Source: an optimization exercise on an open RTL-to-GDS flow (aim: small area). Production flows keep margins and buffers that such runs may drop. Function was checked by simulation only, so behaviour that the tests miss may differ from the original. Power is estimated from default activity; no workload was simulated.

===== flow/config.mk =====
export PLATFORM = sky130hd
export DESIGN_NAME = vc8_core
export DESIGN_NICKNAME = vc8_core
export VERILOG_FILES = /design/flow/design.v
export SDC_FILE = /design/flow/constraint.sdc
export NUM_CORES = 4
export LEC_CHECK = 0
export CAP_MARGIN = 20
export CORE_MARGIN = 2
export CORE_UTILIZATION = 60
export PLACE_DENSITY = 0.75
export SLEW_MARGIN = 20
export BUFFER_PORTS_ARGS = -buffer_cell sky130_fd_sc_hd__buf_1
export CTS_ARGS = -sink_clustering_enable -repair_clock_nets -dont_use_dummy_load -buf_list sky130_fd_sc_hd__clkbuf_8 -sink_clustering_size 20 -sink_clustering_max_diameter 60
export RECOVER_POWER = 100

===== flow/constraint.sdc =====
create_clock -name core_clock -period 10.0 [get_ports {clk}]
set_input_delay 2.0000 -clock core_clock [delete_from_list [all_inputs] [get_ports {clk}]]
set_output_delay 2.0000 -clock core_clock [all_outputs]
set_load 0.01 [all_outputs]

===== flow/design.v =====
module vc8_core (
    input  wire        clk,
    input  wire        rst,           
    output reg         mem_req,
    output reg         mem_we,
    output wire [18:0] mem_addr,
    output wire [7:0]  mem_wdata,
    input  wire [7:0]  mem_rdata,
    input  wire        mem_ready,
    input  wire [7:0]  in_key,
    input  wire [15:0] in_mouse_x,
    input  wire [15:0] in_mouse_y,
    input  wire [15:0] in_screen_w,
    input  wire [15:0] in_screen_h,
    output wire        in_take,
    output reg         fault,
    output reg  [3:0]  fault_code,
    output wire [20:0] fault_pc,
    output wire [7:0]  fault_opcode
);
    localparam [1:0] S_INIT  = 2'd0,
                     S_TAKE  = 2'd1,
                     S_FETCH = 2'd2,
                     S_EXEC  = 2'd3;
    localparam [3:0] K_END   = 4'd0,
                     K_I     = 4'd1,    
                     K_R     = 4'd2,    
                     K_W     = 4'd3,    
                     K_EA    = 4'd4,    
                     K_MRD   = 4'd5,    
                     K_MWR   = 4'd6,    
                     K_SPD   = 4'd7,    
                     K_SPI   = 4'd8,    
                     K_LOOK  = 4'd9,    
                     K_SCAN  = 4'd10,
                     K_POPCS = 4'd11,
                     K_MUL   = 4'd12,
                     K_DIV   = 4'd13,
                     K_BACK  = 4'd14,   
                     K_JMP   = 4'd15;
    localparam [1:0] X_BYTE = 2'd0, X_CNT = 2'd1, X_SEVEN = 2'd2;
    reg [1:0]  state;
    reg        pend;           
    reg [20:0] pc;             
    reg [19:0] sp;
    reg        carry;
    reg [7:0]  op;
    reg [19:0] ea;             
    reg [7:0]  th, tl, uh, ul;
    reg [2:0]  idx;
    reg [4:0]  cnt;
    reg [3:0]  stp;
    reg [1:0]  sub;
    reg        flag;
    reg [4:0]  ph;             
    reg [3:0]  ft_n;
    reg [4:0]  cs_n;
    reg [7:0]  rf   [0:7];
    reg [15:0] ftid [0:7];
    reg [18:0] ar   [0:23];
    wire [7:0]  rf_tap   = rf[7];
    wire [15:0] ftid_tap = ftid[7];
    wire [18:0] ar_tap   = ar[23];
    assign fault_pc     = pc;
    assign fault_opcode = op;
    assign mem_addr     = ea[18:0];
    assign mem_wdata    = th;
    assign in_take      = (state == S_TAKE) || (pend && !fault);
    function [2:0] op_len(input [7:0] o);
        case (o)
            8'h00: op_len = 3; 8'h01: op_len = 4; 8'h02: op_len = 4; 8'h03: op_len = 3;
            8'h04: op_len = 4; 8'h05: op_len = 4; 8'h06: op_len = 2; 8'h07: op_len = 2;
            8'h08: op_len = 2; 8'h09: op_len = 3; 8'h0A: op_len = 5; 8'h0B: op_len = 5;
            8'h0C: op_len = 4;
            8'h10, 8'h11, 8'h12, 8'h13: op_len = 3;
            8'h14, 8'h15, 8'h16, 8'h17: op_len = 4;
            8'h18, 8'h19, 8'h1A, 8'h1B: op_len = 2;
            8'h30: op_len = 2; 8'h31: op_len = 3; 8'h32: op_len = 3; 8'h33: op_len = 3;
            8'h35: op_len = 3; 8'h36: op_len = 4; 8'h37: op_len = 4;
            8'h40: op_len = 5; 8'h41: op_len = 7;
            8'hFE: op_len = 2;
            default: op_len = 1;
        endcase
    endfunction
    function [10:0] uop(input [7:0] o, input [3:0] s);
        reg [10:0] u;
        begin
            u = {K_END, X_BYTE, 4'd1, 1'b0};
            if (s != 4'd15) case (o)
            8'h00: case (s)    
                0: u = {K_I, X_BYTE, 4'd3, 1'b0};
                1: u = {K_I, X_BYTE, 4'd0, 1'b1};
                2: u = {K_W, X_CNT,  4'd0, 1'b0};
                default: u = {K_END, X_BYTE, 4'd0, 1'b0}; endcase
            8'h01: case (s)    
                0: u = {K_I, X_BYTE, 4'd3, 1'b0};
                1: u = {K_I, X_BYTE, 4'd2, 1'b0};
                2: u = {K_I, X_BYTE, 4'd1, 1'b1};
                3: u = {K_EA, X_BYTE, 4'd0, 1'b0};
                4: u = {K_MRD, X_BYTE, 4'd0, 1'b0};
                5: u = {K_W, X_CNT,  4'd0, 1'b0};
                default: u = {K_END, X_BYTE, 4'd0, 1'b0}; endcase
            8'h02: case (s)    
                0: u = {K_R, X_BYTE, 4'd0, 1'b0};
                1: u = {K_I, X_BYTE, 4'd2, 1'b0};
                2: u = {K_I, X_BYTE, 4'd1, 1'b1};
                3: u = {K_EA, X_BYTE, 4'd0, 1'b0};
                4: u = {K_MWR, X_BYTE, 4'd0, 1'b0};
                default: u = {K_END, X_BYTE, 4'd0, 1'b0}; endcase
            8'h03: case (s)    
                0: u = {K_I, X_BYTE, 4'd3, 1'b0};
                1: u = {K_R, X_BYTE, 4'd0, 1'b1};
                2: u = {K_W, X_CNT,  4'd0, 1'b0};
                default: u = {K_END, X_BYTE, 4'd0, 1'b0}; endcase
            8'h04, 8'h05: case (s)    
                0: u = {K_I, X_BYTE, 4'd3, 1'b0};
                1: u = {K_I, X_BYTE, 4'd0, 1'b0};
                2: u = {K_R, X_BYTE, 4'd4, 1'b1};
                3: u = {K_W, X_CNT,  4'd0, 1'b0};
                default: u = {K_END, X_BYTE, 4'd0, 1'b0}; endcase
            8'h06: case (s)    
                0: u = {K_R, X_BYTE, 4'd0, 1'b0};
                1: u = {K_SPD, X_BYTE, 4'd0, 1'b0};
                2: u = {K_MWR, X_BYTE, 4'd0, 1'b0};
                default: u = {K_END, X_BYTE, 4'd0, 1'b0}; endcase
            8'h07: case (s)    
                0: u = {K_I, X_BYTE, 4'd0, 1'b0};
                1: u = {K_SPD, X_BYTE, 4'd0, 1'b0};
                2: u = {K_MWR, X_BYTE, 4'd0, 1'b0};
                default: u = {K_END, X_BYTE, 4'd0, 1'b0}; endcase
            8'h08: case (s)    
                0: u = {K_I, X_BYTE, 4'd3, 1'b0};
                1: u = {K_SPI, X_BYTE, 4'd0, 1'b0};
                2: u = {K_MRD, X_BYTE, 4'd0, 1'b0};
                3: u = {K_W, X_CNT,  4'd0, 1'b0};
                default: u = {K_END, X_BYTE, 4'd0, 1'b0}; endcase
            8'h09: case (s)    
                0: u = {K_I, X_BYTE, 4'd2, 1'b0};
                1: u = {K_I, X_BYTE, 4'd1, 1'b0};
                2: u = {K_SPI, X_BYTE, 4'd0, 1'b0};
                3: u = {K_MRD, X_BYTE, 4'd0, 1'b0};
                4: u = {K_EA, X_BYTE, 4'd0, 1'b0};
                5: u = {K_MWR, X_BYTE, 4'd0, 1'b0};
                default: u = {K_END, X_BYTE, 4'd0, 1'b0}; endcase
            8'h0A: case (s)    
                0: u = {K_I, X_BYTE, 4'd3, 1'b0};
                1: u = {K_I, X_BYTE, 4'd2, 1'b0};
                2: u = {K_I, X_BYTE, 4'd1, 1'b0};
                3: u = {K_R, X_BYTE, 4'd8, 1'b1};
                4: u = {K_MRD, X_BYTE, 4'd0, 1'b0};
                5: u = {K_W, X_CNT,  4'd0, 1'b0};
                default: u = {K_END, X_BYTE, 4'd0, 1'b0}; endcase
            8'h0B: case (s)    
                0: u = {K_R, X_BYTE, 4'd0, 1'b0};
                1: u = {K_I, X_BYTE, 4'd2, 1'b0};
                2: u = {K_I, X_BYTE, 4'd1, 1'b0};
                3: u = {K_R, X_BYTE, 4'd8, 1'b1};
                4: u = {K_MWR, X_BYTE, 4'd0, 1'b0};
                default: u = {K_END, X_BYTE, 4'd0, 1'b0}; endcase
            8'h0C: case (s)    
                0: u = {K_I, X_BYTE, 4'd0, 1'b0};
                1: u = {K_I, X_BYTE, 4'd2, 1'b0};
                2: u = {K_I, X_BYTE, 4'd1, 1'b1};
                3: u = {K_EA, X_BYTE, 4'd0, 1'b0};
                4: u = {K_MWR, X_BYTE, 4'd0, 1'b0};
                default: u = {K_END, X_BYTE, 4'd0, 1'b0}; endcase
            8'h10, 8'h12: case (s)    
                0: u = {K_I, X_BYTE, 4'd3, 1'b0};
                1: u = {K_R, X_BYTE, 4'd1, 1'b1};
                2: u = {K_R, X_CNT,  4'd5, 1'b0};
                default: u = {K_END, X_BYTE, 4'd0, 1'b0}; endcase
            8'h11, 8'h13: case (s)    
                0: u = {K_I, X_BYTE, 4'd3, 1'b0};
                1: u = {K_I, X_BYTE, 4'd1, 1'b1};
                2: u = {K_R, X_CNT,  4'd5, 1'b0};
                default: u = {K_END, X_BYTE, 4'd0, 1'b0}; endcase
            8'h14, 8'h16: case (s)    
                0: u = {K_I, X_BYTE, 4'd3, 1'b0};
                1: u = {K_R, X_BYTE, 4'd1, 1'b0};
                2: u = {K_R, X_CNT,  4'd6, 1'b0};
                3: u = {K_W, X_BYTE, 4'd1, 1'b1};
                default: u = {K_END, X_BYTE, 4'd0, 1'b0}; endcase
            8'h15, 8'h17: case (s)    
                0: u = {K_I, X_BYTE, 4'd3, 1'b0};
                1: u = {K_I, X_BYTE, 4'd1, 1'b0};
                2: u = {K_R, X_CNT,  4'd6, 1'b0};
                3: u = {K_W, X_BYTE, 4'd1, 1'b1};
                default: u = {K_END, X_BYTE, 4'd0, 1'b0}; endcase
            8'h18, 8'h19, 8'h1A, 8'h1B: case (s)    
                0: u = {K_R, X_BYTE, 4'd5, 1'b1};
                default: u = {K_END, X_BYTE, 4'd0, 1'b0}; endcase
            8'h1C: u = {K_END, X_BYTE, 4'd3, 1'b0};    
            8'h1D: u = {K_END, X_BYTE, 4'd4, 1'b0};    
            8'h30: case (s)    
                0: u = {K_I, X_BYTE, 4'd1, 1'b0};
                1: u = {K_JMP, X_BYTE, 4'd0, 1'b0};
                default: u = {K_END, X_BYTE, 4'd0, 1'b0}; endcase
            8'h31, 8'h32: case (s)    
                0: u = {K_I, X_BYTE, 4'd1, 1'b0};
                1: u = {K_R, X_BYTE, 4'd4, 1'b0};
                2: u = {K_JMP, X_BYTE, 4'd0, 1'b0};
                default: u = {K_END, X_BYTE, 4'd0, 1'b0}; endcase
            8'h33: case (s)    
                0: u = {K_I, X_BYTE, 4'd0, 1'b0};
                1: u = {K_I, X_BYTE, 4'd1, 1'b0};
                2: u = {K_LOOK, X_BYTE, 4'd0, 1'b0};
                3: u = {K_SCAN, X_BYTE, 4'd0, 1'b0};
                default: u = {K_END, X_BYTE, 4'd0, 1'b0}; endcase
            8'h34: case (s)    
                0: u = {K_POPCS, X_BYTE, 4'd0, 1'b0};
                default: u = {K_END, X_BYTE, 4'd1, 1'b0}; endcase
            8'h35: case (s)    
                0: u = {K_I, X_BYTE, 4'd0, 1'b0};
                1: u = {K_I, X_BYTE, 4'd1, 1'b0};
                2: u = {K_LOOK, X_BYTE, 4'd0, 1'b0};
                default: u = {K_END, X_BYTE, 4'd1, 1'b0}; endcase
            8'h36, 8'h37: case (s)    
                0: u = {K_I, X_BYTE, 4'd0, 1'b0};
                1: u = {K_I, X_BYTE, 4'd1, 1'b0};
                2: u = {K_R, X_BYTE, 4'd4, 1'b0};
                3: u = {K_LOOK, X_BYTE, 4'd0, 1'b0};
                default: u = {K_END, X_BYTE, 4'd1, 1'b0}; endcase
            8'h40: case (s)    
                0: u = {K_R, X_BYTE, 4'd3, 1'b0};
                1: u = {K_R, X_BYTE, 4'd7, 1'b0};
                2: u = {K_I, X_BYTE, 4'd4, 1'b0};
                3: u = {K_I, X_BYTE, 4'd4, 1'b1};
                4: u = {K_MUL, X_BYTE, 4'd0, 1'b0};
                5: u = {K_BACK, X_BYTE, 4'd0, 1'b0};
                6: u = {K_W, X_BYTE, 4'd0, 1'b0};
                7: u = {K_W, X_BYTE, 4'd1, 1'b0};
                default: u = {K_END, X_BYTE, 4'd0, 1'b0}; endcase
            8'h41: case (s)    
                0: u = {K_R, X_BYTE, 4'd0, 1'b0};
                1: u = {K_R, X_BYTE, 4'd1, 1'b0};
                2: u = {K_R, X_BYTE, 4'd2, 1'b0};
                3: u = {K_R, X_BYTE, 4'd3, 1'b0};
                4: u = {K_I, X_BYTE, 4'd4, 1'b0};
                5: u = {K_I, X_BYTE, 4'd4, 1'b0};
                6: u = {K_DIV, X_BYTE, 4'd0, 1'b0};
                7: u = {K_BACK, X_BYTE, 4'd0, 1'b0};
                8: u = {K_W, X_BYTE, 4'd0, 1'b0};
                9: u = {K_W, X_BYTE, 4'd1, 1'b0};
                default: u = {K_END, X_BYTE, 4'd0, 1'b0}; endcase
            8'hFE: case (s)    
                0: u = {K_I, X_BYTE, 4'd0, 1'b0};
                1: u = {K_W, X_SEVEN, 4'd0, 1'b0};
                default: u = {K_END, X_BYTE, 4'd2, 1'b0}; endcase
            default: ;         
            endcase
            uop = u;
        end
    endfunction
    wire [2:0]  len   = op_len(op);
    wire [10:0] u     = uop(op, stp);
    wire [3:0]  kind  = u[10:7];
    wire [1:0]  xsrc  = u[6:5];
    wire [3:0]  act   = u[4:1];
    wire        last  = u[0];
    wire        exec  = (state == S_EXEC);
    wire        unsup = (op >= 8'h60 && op <= 8'h64) || (op >= 8'h80 && op <= 8'h8A);
    wire        is_fnc = (op == 8'h33);
    wire [3:0]  oob_lo = {1'b0, pc[2:0]} + {1'b0, len - 3'd1};
    wire        oob    = (&pc[18:3]) && oob_lo[3];      
    wire       is_io = (ea[18:4] == 15'h0FFF) && (ea[3:0] >= 4'h7);
    reg  [7:0] io_b;
    always @(*) begin
        case (ea[3:0])
            4'h7: io_b = in_key;
            4'h8: io_b = in_mouse_x[15:8];
            4'h9: io_b = in_mouse_x[7:0];
            4'hA: io_b = in_mouse_y[15:8];
            4'hB: io_b = in_mouse_y[7:0];
            4'hC: io_b = in_screen_w[15:8];
            4'hD: io_b = in_screen_w[7:0];
            4'hE: io_b = in_screen_h[15:8];
            default: io_b = in_screen_h[7:0];
        endcase
    end
    wire [7:0] rb    = is_io ? io_b : mem_rdata;
    wire       rd_ok = mem_ready;
    wire       rb_bad = (rb[7:3] != 5'd0);
    reg         ea_ci, ea_dec;
    wire [19:0] ea_inc = ea + (ea_dec ? 20'hFFFFF : {19'd0, ea_ci});
    wire       alu_one = (op[4:3] == 2'b11);
    wire       alu_sub = op[4] && (op[3] ? op[0] : op[1]);
    wire [7:0] alu_a   = (kind == K_EA) ? 8'd0 : rf_tap;
    wire [7:0] alu_y   = alu_one ? 8'd1 : tl;
    wire [8:0] alu_s   = alu_sub ? ({1'b0, alu_a} - {1'b0, alu_y})
                                 : ({1'b0, alu_a} + {1'b0, alu_y});
    wire       alu_cw  = alu_s[8] && !(op[3] && op[1]);    
    wire [8:0] ea_hi   = {1'b0, uh} + {8'd0, alu_s[8]};
    wire [19:0] ea_addr = {3'd0, ea_hi, alu_s[7:0]};
    wire [8:0]  mul_s  = {1'b0, th} + {1'b0, tl[0] ? ul : 8'd0};
    wire [16:0] dv_sh  = {ea[15:0], th[7]};
    wire [17:0] dv_df  = {1'b0, dv_sh} - {2'b00, uh, ul};
    wire        dv_ge  = !dv_df[17];
    wire        jx     = cnt[4:3] != 2'b00 ? tl[7] : tl[cnt[2:0]];
    wire        js     = pc[0] ^ jx ^ flag;
    wire        jc     = (pc[0] & jx) | (pc[0] & flag) | (jx & flag);
    wire rf_hit  = (ph[2:0] == idx);
    wire ft_slot = (ph[4:3] == 2'b10);
    wire ft_vld  = ft_slot && ({1'b0, ph[2:0]} < ft_n);
    wire ft_hit  = ft_vld && (ftid_tap == {th, tl});
    wire ft_ins  = ft_slot && !flag && !ft_hit && (ph[2:0] == ft_n[2:0]) && !ft_n[3];
    wire cs_slot = !ph[4] && (ph[3:0] == cs_n[3:0]) && !cs_n[4];
    always @(*) begin
        case (state)
            S_EXEC: if (stp == 4'd0 && (unsup || oob)) fault_code = unsup ? 4'd8 : 4'd7;
            else case (kind)
                K_I, K_R, K_W: fault_code = 4'd2;
                K_LOOK:  fault_code = flag ? 4'd9 : 4'd3;
                K_SCAN:  fault_code = sub[1] ? 4'd9 : 4'd7;
                K_POPCS: fault_code = 4'd4;
                K_DIV:   fault_code = 4'd6;
                default: fault_code = 4'd7;
            endcase
            default: fault_code = 4'd7;
        endcase
    end
    reg        rf_we;
    reg [7:0]  rf_wd;
    reg        ar_we;
    reg        id_we;
    integer i;
    always @(*) begin
        ea_ci  = 1'b1;
        ea_dec = 1'b0;
        if (exec) case (kind)
            K_END: ea_ci = 1'b0;
            K_SPD: begin ea_ci = (sub != 2'd0); ea_dec = (sub != 2'd0); end
            K_SPI, K_DIV: ea_ci = (sub != 2'd0);
            K_BACK: ea_dec = (sub != 2'd0);
            default: ;
        endcase
    end
    always @(*) begin
        rf_we = 1'b0;
        rf_wd = th;
        ar_we = 1'b0;
        id_we = 1'b0;
        if (state == S_INIT) begin
            rf_we = 1'b1;
            rf_wd = 8'd0;
        end else if (exec && !pend) begin
            case (kind)
            K_R: if (sub == 2'd1 && rf_hit && act == 4'd5) begin
                     rf_we = !(op[3] && op[1]) || carry;
                     rf_wd = alu_s[7:0];
                 end
            K_W: if (sub == 2'd1 && rf_hit) begin
                     rf_we = 1'b1;
                     rf_wd = act[0] ? tl : th;
                 end
            K_LOOK: if (sub == 2'd1) begin
                        id_we = is_fnc && (ft_hit || ft_ins);
                        ar_we = id_we || (!is_fnc && cs_slot);
                    end
            default: ;
            endcase
        end
    end
    always @(posedge clk) begin
        for (i = 7; i > 0; i = i - 1) begin
            rf[i]   <= rf[i-1];
            ftid[i] <= ftid[i-1];
        end
        for (i = 23; i > 0; i = i - 1) ar[i] <= ar[i-1];
        rf[0]   <= rf_we ? rf_wd : rf_tap;
        ftid[0] <= id_we ? {th, tl} : ftid_tap;
        ar[0]   <= ar_we ? ea[18:0] : ar_tap;
    end
    task next_step;
        begin
            stp <= stp + 4'd1;
            sub <= 2'd0;
        end
    endtask
    always @(posedge clk) begin
        if (rst) begin
            state <= S_INIT;
            pend  <= 1'b0;
            fault <= 1'b0;
            pc    <= 21'd65536;
            sp    <= 20'd524288;
            carry <= 1'b0;
            ft_n  <= 4'd0;
            cs_n  <= 5'd0;
            ph    <= 5'd0;
        end else begin
            ph    <= (ph == 5'd23) ? 5'd0 : ph + 5'd1;
            fault <= pend;
            if (!pend) case (state)
            S_INIT: begin
                ea <= pc[19:0];
                if (ph[2:0] == 3'd7) state <= S_FETCH;
            end
            S_TAKE: begin
                ea    <= pc[19:0];
                state <= S_FETCH;
            end
            S_FETCH: begin
                stp  <= 4'd0;
                sub  <= 2'd0;
                cnt  <= 5'd0;
                if (pc[20:19] != 2'b00) begin
                    op   <= 8'd0;
                    pend <= 1'b1;
                end else if (rd_ok) begin
                    op    <= rb;
                    ea    <= ea_inc;
                    state <= S_EXEC;
                end
            end
            default: begin    
                case (kind)
                K_END: begin
                    if (stp == 4'd0 && (unsup || oob)) pend <= 1'b1;
                    else begin
                        state <= S_TAKE;
                        case (act[2:0])
                            3'd1: pc <= {1'b0, ea_inc};
                            3'd2: pc <= 21'd65536;
                            3'd3: begin pc <= {1'b0, ea_inc}; carry <= 1'b0; end
                            3'd4: begin pc <= {1'b0, ea_inc}; carry <= 1'b1; end
                            default: ;
                        endcase
                    end
                end
                K_I: if (stp == 4'd0 && (unsup || oob)) pend <= 1'b1;
                else if (rd_ok) begin
                    if ((act == 4'd3 || act == 4'd4) && rb_bad) pend <= 1'b1;
                    else begin
                        case (act[2:0])
                            3'd0: th <= rb;
                            3'd1: tl <= rb;
                            3'd2: uh <= rb;
                            default: ;
                        endcase
                        ea <= ea_inc;
                        if (last) pc <= {1'b0, ea_inc};
                        next_step;
                        if (act == 4'd3) cnt <= {2'd0, rb[2:0]};
                    end
                end
                K_R, K_W: case (sub)
                    2'd0: if (stp == 4'd0 && (unsup || oob)) pend <= 1'b1;
                    else if (xsrc == X_CNT) begin
                        idx <= cnt[2:0];
                        sub <= 2'd1;
                    end else if (xsrc == X_SEVEN) begin
                        idx <= 3'd7;
                        sub <= 2'd1;
                    end else if (rd_ok) begin
                        if (rb_bad) pend <= 1'b1;
                        else begin
                            idx <= rb[2:0];
                            ea  <= ea_inc;
                            if (last) pc <= {1'b0, ea_inc};
                            sub <= 2'd1;
                        end
                    end
                    default: if (rf_hit) begin
                        next_step;
                        if (kind == K_R) case (act)
                            4'd0: th <= rf_tap;
                            4'd1: tl <= rf_tap;
                            4'd2: uh <= rf_tap;
                            4'd3: ul <= rf_tap;
                            4'd4: if ((rf_tap == 8'd0) == (op == 8'h05 || op == 8'h32 || op == 8'h37)) stp <= 4'd15;
                            4'd5: if (alu_cw) carry <= 1'b1;
                            4'd6: begin tl <= alu_s[7:0]; if (alu_s[8]) carry <= 1'b1; end
                            4'd7: begin th <= 8'd0; tl <= rf_tap; end
                            default: ea <= ea_addr;
                        endcase
                    end
                endcase
                K_EA: begin ea <= ea_addr; next_step; end
                K_MRD: if (rd_ok) begin th <= rb; next_step; end
                K_MWR: if (rd_ok) next_step;
                K_SPD: case (sub)
                    2'd0: begin
                        if (sp == 20'd0) pend <= 1'b1;
                        else begin
                            pc  <= {1'b0, ea_inc};
                            ea  <= sp;
                            sub <= 2'd1;
                        end
                    end
                    default: begin
                        ea <= {1'b0, ea_inc[18:0]};
                        sp <= {1'b0, ea_inc[18:0]};
                        next_step;
                    end
                endcase
                K_SPI: case (sub)
                    2'd0: begin
                        if (sp[19]) pend <= 1'b1;
                        else begin
                            pc  <= {1'b0, ea_inc};
                            ea  <= sp;
                            sub <= 2'd1;
                        end
                    end
                    default: begin
                        sp <= ea_inc;
                        next_step;
                    end
                endcase
                K_LOOK: case (sub)
                    2'd0: begin
                        flag <= 1'b0;
                        if (ph == 5'd23) sub <= 2'd1;
                    end
                    default: begin
                        if (ft_hit || (is_fnc && ft_ins)) flag <= 1'b1;
                        if (ft_hit && !is_fnc) ea <= {1'b0, ar_tap};
                        if (is_fnc && ft_ins) ft_n <= ft_n + 4'd1;
                        if (ph == 5'd23) begin
                            if (is_fnc) next_step;
                            else if ((!flag && !ft_hit) || cs_n[4]) pend <= 1'b1;
                            else begin
                                cs_n <= cs_n + 5'd1;
                                next_step;
                            end
                        end
                    end
                endcase
                K_SCAN: case (sub)
                    2'd0: begin
                        if (ea[19]) pend <= 1'b1;
                        else sub <= 2'd1;
                    end
                    default: if (rd_ok) begin
                        if (rb == 8'h34) begin
                            if (!flag) begin
                                sub  <= 2'd2;
                                pend <= 1'b1;
                            end else begin
                                pc <= {1'b0, ea_inc};
                                next_step;
                            end
                        end else if (ea[18:0] == 19'h7FFFF) pend <= 1'b1;
                        else ea <= ea_inc;
                    end
                endcase
                K_POPCS: case (sub)
                    2'd0: begin
                        if (cs_n == 5'd0) pend <= 1'b1;
                        else sub <= 2'd1;
                    end
                    default: if (ph == {1'b0, cs_n[3:0] - 4'd1}) begin
                        ea   <= {1'b0, ar_tap};
                        cs_n <= cs_n - 5'd1;
                        next_step;
                    end
                endcase
                K_MUL: case (sub)
                    2'd0: begin cnt <= 5'd0; sub <= 2'd1; end
                    default: begin
                        th  <= mul_s[8:1];
                        tl  <= {mul_s[0], tl[7:1]};
                        cnt <= cnt + 5'd1;
                        if (cnt[2:0] == 3'd7) next_step;
                    end
                endcase
                K_DIV: case (sub)
                    2'd0: begin
                        if ({uh, ul} == 16'd0) pend <= 1'b1;
                        else begin
                            pc       <= {1'b0, ea_inc};
                            ea[15:0] <= 16'd0;
                            cnt      <= 5'd0;
                            sub      <= 2'd1;
                        end
                    end
                    default: begin
                        ea[15:0] <= dv_ge ? dv_df[15:0] : dv_sh[15:0];
                        {th, tl} <= {th[6:0], tl, dv_ge};
                        cnt <= cnt + 5'd1;
                        if (cnt[3:0] == 4'd15) next_step;
                    end
                endcase
                K_BACK: case (sub)
                    2'd0: begin ea <= pc[19:0]; sub <= 2'd1; end
                    2'd1: begin ea <= ea_inc; sub <= 2'd2; end
                    default: begin ea <= ea_inc; next_step; end
                endcase
                K_JMP: case (sub)
                    2'd0: begin flag <= 1'b1; cnt <= 5'd0; sub <= 2'd1; end
                    default: begin
                        pc   <= {js, pc[20:1]};
                        flag <= jc;
                        cnt  <= cnt + 5'd1;
                        if (cnt == 5'd20) next_step;
                    end
                endcase
                default: next_step;
                endcase
            end
            endcase
        end
    end
    always @(*) begin
        mem_req = 1'b0;
        mem_we  = 1'b0;
        if (!pend) case (state)
            S_FETCH: mem_req = 1'b1;
            S_EXEC: case (kind)
                K_I: mem_req = 1'b1;
                K_R, K_W: mem_req = (sub == 2'd0) && (xsrc == X_BYTE);
                K_MRD: mem_req = 1'b1;
                K_MWR: begin mem_req = 1'b1; mem_we = 1'b1; end
                K_SCAN: mem_req = (sub == 2'd1);
                default: ;
            endcase
            default: ;
        endcase
    end
endmodule

===== flow/flow/run.sh =====
#!/bin/bash
# The standard layout (standard.sh, unchanged synthesis), with changes
# made through config.mk: the port buffers use the smallest buffer cell,
# clock tree synthesis uses clkbuf_8 with larger sink clusters and no dummy
# loads, and after global routing gates off the critical paths are
# downsized (RECOVER_POWER). The layout's full output goes to standard.log.
cat >> config.mk <<'EOF'
export BUFFER_PORTS_ARGS = -buffer_cell sky130_fd_sc_hd__buf_1
export CTS_ARGS = -sink_clustering_enable -repair_clock_nets -dont_use_dummy_load -buf_list sky130_fd_sc_hd__clkbuf_8 -sink_clustering_size 20 -sink_clustering_max_diameter 60
export RECOVER_POWER = 100
EOF
bash standard.sh > standard.log 2>&1

===== flow/standard.sh =====
#!/bin/bash
# synth_recipe.tcl (not shown) runs the flow's synth.tcl, then flattens the netlist and writes it again
# the make line also repeats each setting of config.mk as NAME=value (left out here)
make -C /OpenROAD-flow-scripts/flow DESIGN_CONFIG=/design/flow/config.mk WORK_HOME=/design/flow/orfs CLKGATE_MAP_FILE= SYNTH_SCRIPT=/design/flow/synth_recipe.tcl "${@:-finish}"

==> summary.txt, run 1 <==
Outcome -> complete, but fails checks
SO Faults -> max-capacitance violations, max-slew violations
Fin. Hold Viols -> 0
Placed inst area -> 0.0300 mm2
Power Density -> 154 mW/mm2
Gp weighted congestion -> 1.00
Setup ws final -> 1.54 ns
Largest fanout on the critical path -> 37
Slew headroom -> -1.14
Maximum VDD drop -> 0.000170 V
Mean Syn Cell Area -> 10.7 um2
Routed wire per std cell -> 26.1 um
Top cell type by total area after synthesis -> dfxtp_1
Routed wire length -> 89200 um
Vias in the first global route -> 21807
Ys async rst share -> 0
Max-slew violation count -> 265
Crit end category -> output port
Final period util -> 0.846
Clock Sinks -> 796
Die ar. -> 0.0505 mm2
CTS Hold Buffers Added -> 0
CTS tree -> done
Core Area -> 0.0479 mm2
Die Wd -> 225 um
Ys Warns -> 4
Slowest CP cell -> clkbuf_1
Synth Net Count -> 2894
Design area -> 0.0306 mm2
Worst skew pair latency -> 0.69 ns
CTS buffer count -> 51
Most used cell, CP -> o21ai_0
Initial DRC Count -> 2553
GRT overflow -> 0
Largest net degree at the start of global routing -> 63
Final nets -> 2970
Cells along the critical path -> clkbuf_1, clkinv_1, o21ai_0, o32ai_1, a2111oi_1, buf_4, nor2_2, a211oi_1, clkbuf_1, nor3_1, nand2_1, o21ai_0, nor3_1, o21ai_0, buf_1
Setup TNS -> 0 ns
Detailed-route DRC error count -> 0
CP Launch Point -> op[1]$_SDFFCE_PN0P_
Library cells used by synthesis -> 114
H-tree levels -> 2
RSZ-0062 raised after global routing -> no
Most frequent cell after synthesis -> dfxtp_1
Vias -> 22207
Worst clock skew -> 0.0955 ns
WP buf/inv -> 5
Setup Fix Bufs, Post-CTS -> 0
Final ANT Viol Nets -> 0
Setup Viol. Count Final -> 0
Clock Path Buffers -> 3
Element type at the critical path start -> flop
Vias per cell -> 6.50
Clock-pin slew on the worst setup and hold paths -> 0.12 ns
Hpwl dp -> 63700 um
Critical path's largest stage delay -> 1.32 ns
Arrival time worst endpoint -> 6.46 ns
Total GRT Usage -> 0.351
Beginning of the worst hold path -> ftid[1][3]$_DFF_P_
Die Ht -> 225 um
Seq/Total Area, Yosys -> 0.571
Commonest cells post-synth -> dfxtp_1, nand2_1, nor2_1
R2R Path Start -> op[1]$_SDFFCE_PN0P_
CTS Root Cell -> clkbuf_8
Yosys reg bits -> 796
ANT cells -> 0
Worst Path Required -> 8.00 ns
Count of input and output buffers -> 146
Min Tclk post-route -> 8.46 ns
Prevailing post-synth register cell -> dfxtp_1
Worst slew pin tran -> 3.21 ns
Row count -> 80
CP delay by family, top -> buffers and inverters
Number of gates resized after cts -> 0
Static Leak -> 11.7 nW
Max-cap violations -> 7
Setup WS pre-CTS -> 2.77 ns
Synthesized area -> 0.0292 mm2
Min-delay worst type -> reg2reg
Synth Instances -> 2730
Largest cells by area after synthesis -> dfxtp_1, edfxtp_1, ha_1
Drt pass-1 iters -> 9
Number of synthesized flops with an enable pin -> 75
Layout cells sized above 1 -> 0.0617
Highest clock rate -> 118 MHz
Crit Path Category -> reg2out
First-pass GRT wire length -> 134000 um
Area Overhead vs Synth -> 4.79%
Share of the synthesized area in the top cell type -> 0.494
Number of I/O pins -> 147
R2r setup slk -> 1.56 ns
Initial antenna violation count -> 2
Starting Density -> 0.610
## flip-flops by register name (all words and copies together), names as in the netlist, 5 cells and up, named ones only
signal  count
pc         21
op          8
th          8
ea         20
uh          8
ph          5
cnt         5
ul          8
ftid      128
cs_n        5
tl          8
rf         64
ar        456
sp         20
## layer usage
layer	routed length (um)	global-route usage
met5	0	0
met4	5510	0.194
met3	8110	0.0709
met2	40300	0.557
met1	35300	0.453
## layout make-up
type,instances,area (um2)
sequential,796,16700
timing repair buffer,190,823
fill,3669,17300
multi-input combinational,1702,11400
clock buffer,51,702
inverter,65,246
tap,615,769
## final timing paths
check | end | cells past startpoint
worst max-delay path | fault_code[1] | 15
worst min-delay path | ftid[2][3]$_DFF_P_ | 0
worst max register to register | ea[14]$_DFFE_PP_ | 26
worst min register to register | ftid[2][3]$_DFF_P_ | 0
## report_power, final
group	internal [mW]	leakage, nW	switching (mW)
registers	3.22	6.53	0.0143
logic	0.0462	4.76	0.0808
clock network	0.458	0.367	0.910
## metrics by stage
stage                     total power [mW]  std cells  hold WS, ns   util
final                                 4.73       3419        0.269  0.639
after global routing                  4.86       3419        0.274  0.639
after CTS                             4.74       3417        0.273  0.641
after detailed placement              3.43       3366        0.312  0.626
after global placement                3.42       3366        0.310  0.626
after floorplan                       3.38       2730        0.310      -
## cells by family (layout without fill, tap and decap cells)
kind of cell	Yosys count	in the layout	synth area share
flip-flops	796	796	0.571
AO/OA/AOI/OAI	625	625	0.146
AND/OR/NAND/NOR	815	815	0.146
XOR/XNOR	86	86	0.0258
multiplexers	95	95	0.0354
adder cells (fa/ha/maj)	81	81	0.0362
buffers and inverters	232	306	0.0397
## cells in the final DEF, fill, tap and decap left out, drive strengths merged, types with 39 or more instances in the layout
cell type	n
xnor2	42
nor3	72
xor2	44
nor2b	39
a21oi	149
dfxtp	721
nand2	194
clkbuf	72
inv	62
edfxtp	75
o21ai	128
ha	75
nand3	58
nor4	40
nor2	187
buf	169
mux2i	56
==> run 2: changes to the inputs <==
==> flow/flow/run.sh (replaced) <==
#!/bin/bash
# The standard layout (standard.sh, unchanged synthesis), with changes
# made through config.mk: synthesis buffers are removed before global
# placement (which runs without timing-driven buffering), the port buffers
# use the smallest buffer cell, and clock tree synthesis uses clkbuf_8 with
# larger sink clusters and no dummy loads. The layout's full output goes to
# standard.log.
cat >> config.mk <<EOF
export PRE_GLOBAL_PLACE_TCL = $PWD/flow/pre_gp.tcl
export BUFFER_PORTS_ARGS = -buffer_cell sky130_fd_sc_hd__buf_1
export CTS_ARGS = -sink_clustering_enable -repair_clock_nets -dont_use_dummy_load -buf_list sky130_fd_sc_hd__clkbuf_8 -sink_clustering_size 20 -sink_clustering_max_diameter 60
EOF
bash standard.sh > standard.log 2>&1
==> flow/flow/pre_gp.tcl (new file) <==
remove_buffers
--- a/flow/config.mk
+++ b/flow/config.mk
@@ -9,7 +9,8 @@
 export CORE_MARGIN = 2
-export CORE_UTILIZATION = 60
-export PLACE_DENSITY = 0.75
+export CORE_UTILIZATION = 40
+export GPL_TIMING_DRIVEN = 0
+export PLACE_DENSITY = 0.6
 export SLEW_MARGIN = 20
+export PRE_GLOBAL_PLACE_TCL = /design/flow/flow/pre_gp.tcl
 export BUFFER_PORTS_ARGS = -buffer_cell sky130_fd_sc_hd__buf_1
 export CTS_ARGS = -sink_clustering_enable -repair_clock_nets -dont_use_dummy_load -buf_list sky130_fd_sc_hd__clkbuf_8 -sink_clustering_size 20 -sink_clustering_max_diameter 60
-export RECOVER_POWER = 100
==> summary.txt, run 2 <==
Worst clock skew -> 0.158 ns (was 0.0955 ns)
Mean Syn Cell Area -> 10.7 um2 (unchanged)
Setup Fix Bufs, Post-CTS -> 0 (unchanged)
Largest Register -> ar (unchanged)
Slew headroom -> 0.223 (was -1.14)
Share of the synthesized area in the top cell type -> 0.494 (unchanged)
Max-cap violations -> 0 (was 7)
Worst skew pair latency -> 0.72 ns (was 0.69 ns)
Largest fanout on the critical path -> 31 (was 37)
Beginning of the worst hold path -> ftid[1][2]$_DFF_P_ (was ftid[1][3]$_DFF_P_)
Largest cells by area after synthesis -> dfxtp_1, edfxtp_1, ha_1 (unchanged)
Clock Path Buffers -> 3 (unchanged)
FILL cells -> 6899 (was 3669)
Vias in the first global route -> 20851 (was 21807)
Static Leak -> 11.8 nW (was 11.7 nW)
Tot Pwr -> 4.76 mW (was 4.73 mW)
Highest clock rate -> 113 MHz (was 118 MHz)
Number of gates resized after cts -> 0 (unchanged)
Initial DRC Count -> 2112 (was 2553)
H-tree levels -> 2 (unchanged)
RR Endpoint -> ea[19]$_DFFE_PP_ (was ea[14]$_DFFE_PP_)
Crit Path Category -> reg2reg (was reg2out)
Detail Route met3 WL -> 5810 um (was 8110 um)
Routed wire length -> 86200 um (was 89200 um)
Final nets -> 2960 (was 2970)
Min Tclk post-route -> 8.82 ns (was 8.46 ns)
Layout cells sized above 1 -> 0.0752 (was 0.0617)
Setup Viol. Count Final -> 0 (unchanged)
Die Wd -> 274 um (was 225 um)
Seq/Total Area, Yosys -> 0.571 (unchanged)
R2R Path Start -> stp[1]$_DFFE_PP_ (was op[1]$_SDFFCE_PN0P_)
Drt pass-1 iters -> 8 (was 9)
Flip-flop count of the largest register after layout -> 456 (unchanged)
Element type at the critical path start -> flop (unchanged)
CTS Root Cell -> clkbuf_8 (unchanged)
Design area -> 0.0314 mm2 (was 0.0306 mm2)
Ys Warns -> 4 (unchanged)
Setup WS pre-CTS -> 1.36 ns (was 2.77 ns)
Vias -> 21441 (was 22207)
Power Density -> 151 mW/mm2 (was 154 mW/mm2)
Worst Path Required -> 10.49 ns (was 8.00 ns)
Fin. Hold Viols -> 0 (unchanged)
Hold endpoint -> ftid[2][2]$_DFF_P_ (was ftid[2][3]$_DFF_P_)
Post-Synth XOR/XNOR Area -> 0.0258 (unchanged)
Number of synthesized flops with an enable pin -> 75 (unchanged)
Simple-Gate Fraction of Synth Area -> 0.146 (unchanged)
Commonest cells post-synth -> dfxtp_1, nand2_1, nor2_1 (unchanged)
Yosys reg bits -> 796 (unchanged)
Final period util -> 0.882 (was 0.846)
Prevailing post-synth register cell -> dfxtp_1 (unchanged)
Most frequent cell after synthesis -> dfxtp_1 (unchanged)
Hpwl dp -> 62300 um (was 63700 um)
Synth Instances -> 2730 (unchanged)
CTS Hold Buffers Added -> 0 (unchanged)
Die ar. -> 0.0753 mm2 (was 0.0505 mm2)
GRT overflow -> 0 (unchanged)
Largest net degree at the start of global routing -> 43 (was 63)
Max-slew violation count -> 0 (was 265)
Count of input and output buffers -> 146 (unchanged)
Core Area -> 0.0727 mm2 (was 0.0479 mm2)
Die Ht -> 274 um (was 225 um)
Gp weighted congestion -> 0.960 (was 1.00)
Met2 wire len -> 38300 um (was 40300 um)
Largest registers -> ar (456), ftid (128), rf (64) (unchanged)
RSZ-0062 raised after global routing -> no (unchanged)
Final ANT Viol Nets -> 0 (unchanged)
Detailed-route DRC error count -> 0 (unchanged)
Library cells used by synthesis -> 114 (unchanged)
Wl on met1 -> 38600 um (was 35300 um)
Ys async rst share -> 0 (unchanged)
Arrival time worst endpoint -> 9.32 ns (was 6.46 ns)
Largest family of logic cells by synthesized area -> simple AND/OR/NAND/NOR gates (unchanged)
Crit end category -> flop (was output port)
Synthesized area -> 0.0292 mm2 (unchanged)
Mux cell area share after synthesis -> 0.0354 (unchanged)
Worst slew pin tran -> 1.17 ns (was 3.21 ns)
Total GRT Usage -> 0.226 (was 0.351)
Clock-pin slew on the worst setup and hold paths -> 0.11 ns (was 0.12 ns)
Vias per cell -> 5.71 (was 6.50)
Commonest non-fill, non-tap cells in the layout -> dfxtp_1, nand2_1, nor2_1 (unchanged)
CTS buffer count -> 54 (was 51)
Hold-critical path depth -> 0 (unchanged)
Outcome -> complete, no violations (was complete, but fails checks)
R2r setup slk -> 1.18 ns (was 1.56 ns)
Starting Density -> 0.402 (was 0.610)
Initial antenna violation count -> 2 (unchanged)
Worst R2R Path Depth -> 23 (was 26)
Top cell type by total area after synthesis -> dfxtp_1 (unchanged)
Fin cells -> 3755 (was 3419)
Placed insts -> 3698 (was 3366)
Clock Sinks -> 796 (unchanged)
Min-delay worst type -> reg2reg (unchanged)
Maximum VDD drop -> 0.000151 V (was 0.000170 V)
Synth Net Count -> 2894 (unchanged)
Area Overhead vs Synth -> 7.46% (was 4.79%)
Most common cell after layout, fill and taps aside -> dfxtp_1 (unchanged)
Number of I/O pins -> 147 (unchanged)
Top layer in use -> met4 (unchanged)
Routed wire per std cell -> 23.0 um (was 26.1 um)
Compound-Gate Fraction of Synth Area -> 0.146 (unchanged)
Placed inst area -> 0.0306 mm2 (was 0.0300 mm2)
Setup ws final -> 1.18 ns (was 1.54 ns)
CTS tree -> done (unchanged)
Synth Area in Adders -> 0.0362 (unchanged)
Fin Hold WS -> 0.256 ns (was 0.269 ns)
Row count -> 99 (was 80)
First-pass GRT wire length -> 130000 um (was 134000 um)
-- run 2: cell counts after synthesis --
Identical to the previous run, type by type.
-- run 2: area by class of cell --
type | instances | area (um2) | area share
Sequential cell | 796 | 16700 | 0.531
Multi-Input combinational cell | 1702 | 11600 | 0.368
Tap cell | 959 | 1200 | 0.0382
Timing Repair Buffer | 177 | 985 | 0.0313
Clock buffer | 54 | 743 | 0.0237
Inverter | 65 | 246 | 0.00785
Antenna cell | 2 | 5.00 | 0.000159
-- run 2: logic make-up (layout without fill, tap and decap cells) --
family,after synthesis,count (layout)
AOI/OAI and AO/OA,625,625
xor gates and xnor gates,86,86
adders and majority gates,81,81
buffers and inverters,232,296
DFF,796,796
muxes,95,95
other,0,2
and+or+nand+nor,815,815
-- run 2: how the worst max path moves through the flow --
stage,from,to,slack [ns],cells past startpoint
floorplan,in_key[7],tl[0]$_DFFE_PP_,3.66,11
global placement,op[1]$_SDFFCE_PN0P_,ea[19]$_DFFE_PP_,-0.32,21
detailed placement,stp[1]$_DFFE_PP_,ea[19]$_DFFE_PP_,1.36,23
CTS,stp[1]$_DFFE_PP_,ea[12]$_DFFE_PP_,1.42,29
global route,stp[1]$_DFFE_PP_,ea[14]$_DFFE_PP_,0.75,28
finish,stp[1]$_DFFE_PP_,ea[19]$_DFFE_PP_,1.18,23
-- run 2: where the power goes --
part | total [mW] | internal [mW] | switching (mW) | leakage, nW
Clock | 1.39 | 0.483 | 0.911 | 0.388
Combinational | 0.130 | 0.0504 | 0.0795 | 4.86
Sequential | 3.23 | 3.22 | 0.0143 | 6.53
Total | 4.76 | 3.75 | 1.00 | 11.8
-- run 2: critical path, cell delays in order, from the launching register on --
cell       delay (ns)
edfxtp_1         0.53
inv_1            0.11
ha_1             0.35
or3b_1           0.79
nor4_1           0.21
o21a_1           0.23
a2111oi_1        0.94
and3_2           0.85
nand3_1          0.15
a211oi_1         0.78
and2_1           0.92
ha_1             0.39
a21o_1           0.16
a21oi_1          0.39
o211ai_1         0.21
a311oi_1         0.40
o31ai_1          0.19
nand4_1          0.15
a31oi_1          0.16
xor2_1           0.29
xnor2_1          0.19
o21ai_0          0.13
o21ai_0          0.12
nand2_1          0.07
-- run 2: per-layer routing --
layer,track usage,up-vias
li1,-,9914
met3,0.0350,190
met1,0.311,10489
met5,0,-
met4,0.0905,0
met2,0.355,848
-- run 2: stage by stage --
step | setup TNS [ns] | util
after floorplan | 0 | -
after CTS | 0 | 0.432
after global routing | 0 | 0.432
after global placement | -1.53 | 0.414
after detailed placement | 0 | 0.422
final | 0 | 0.432

## separate check: timing with driven ports
No port has a modelled driver above. Below, the same layouts with a new extraction and two added sets of constraints. Step 1, drivers: a clkbuf_16 drives clk and a buf_2 each remaining input, both assumed. Step 2 also shifts input and output timing later by t, the mid clock arrival at the registers, as if the neighbouring blocks saw the same clock. a / b / c = no drivers / after step 1 / after step 2; a / b = the first two.
run	t, ns	slack for setup (ns)	hold slack, ns	clock arrival spread, ns
run 1	0.696	1.541 / 1.486 / 1.561	0.269 / 0.269 / 0.269	0.097 / 0.097
run 2	0.705	1.176 / 1.176 / 1.176	0.256 / 0.256 / 0.256	0.162 / 0.162
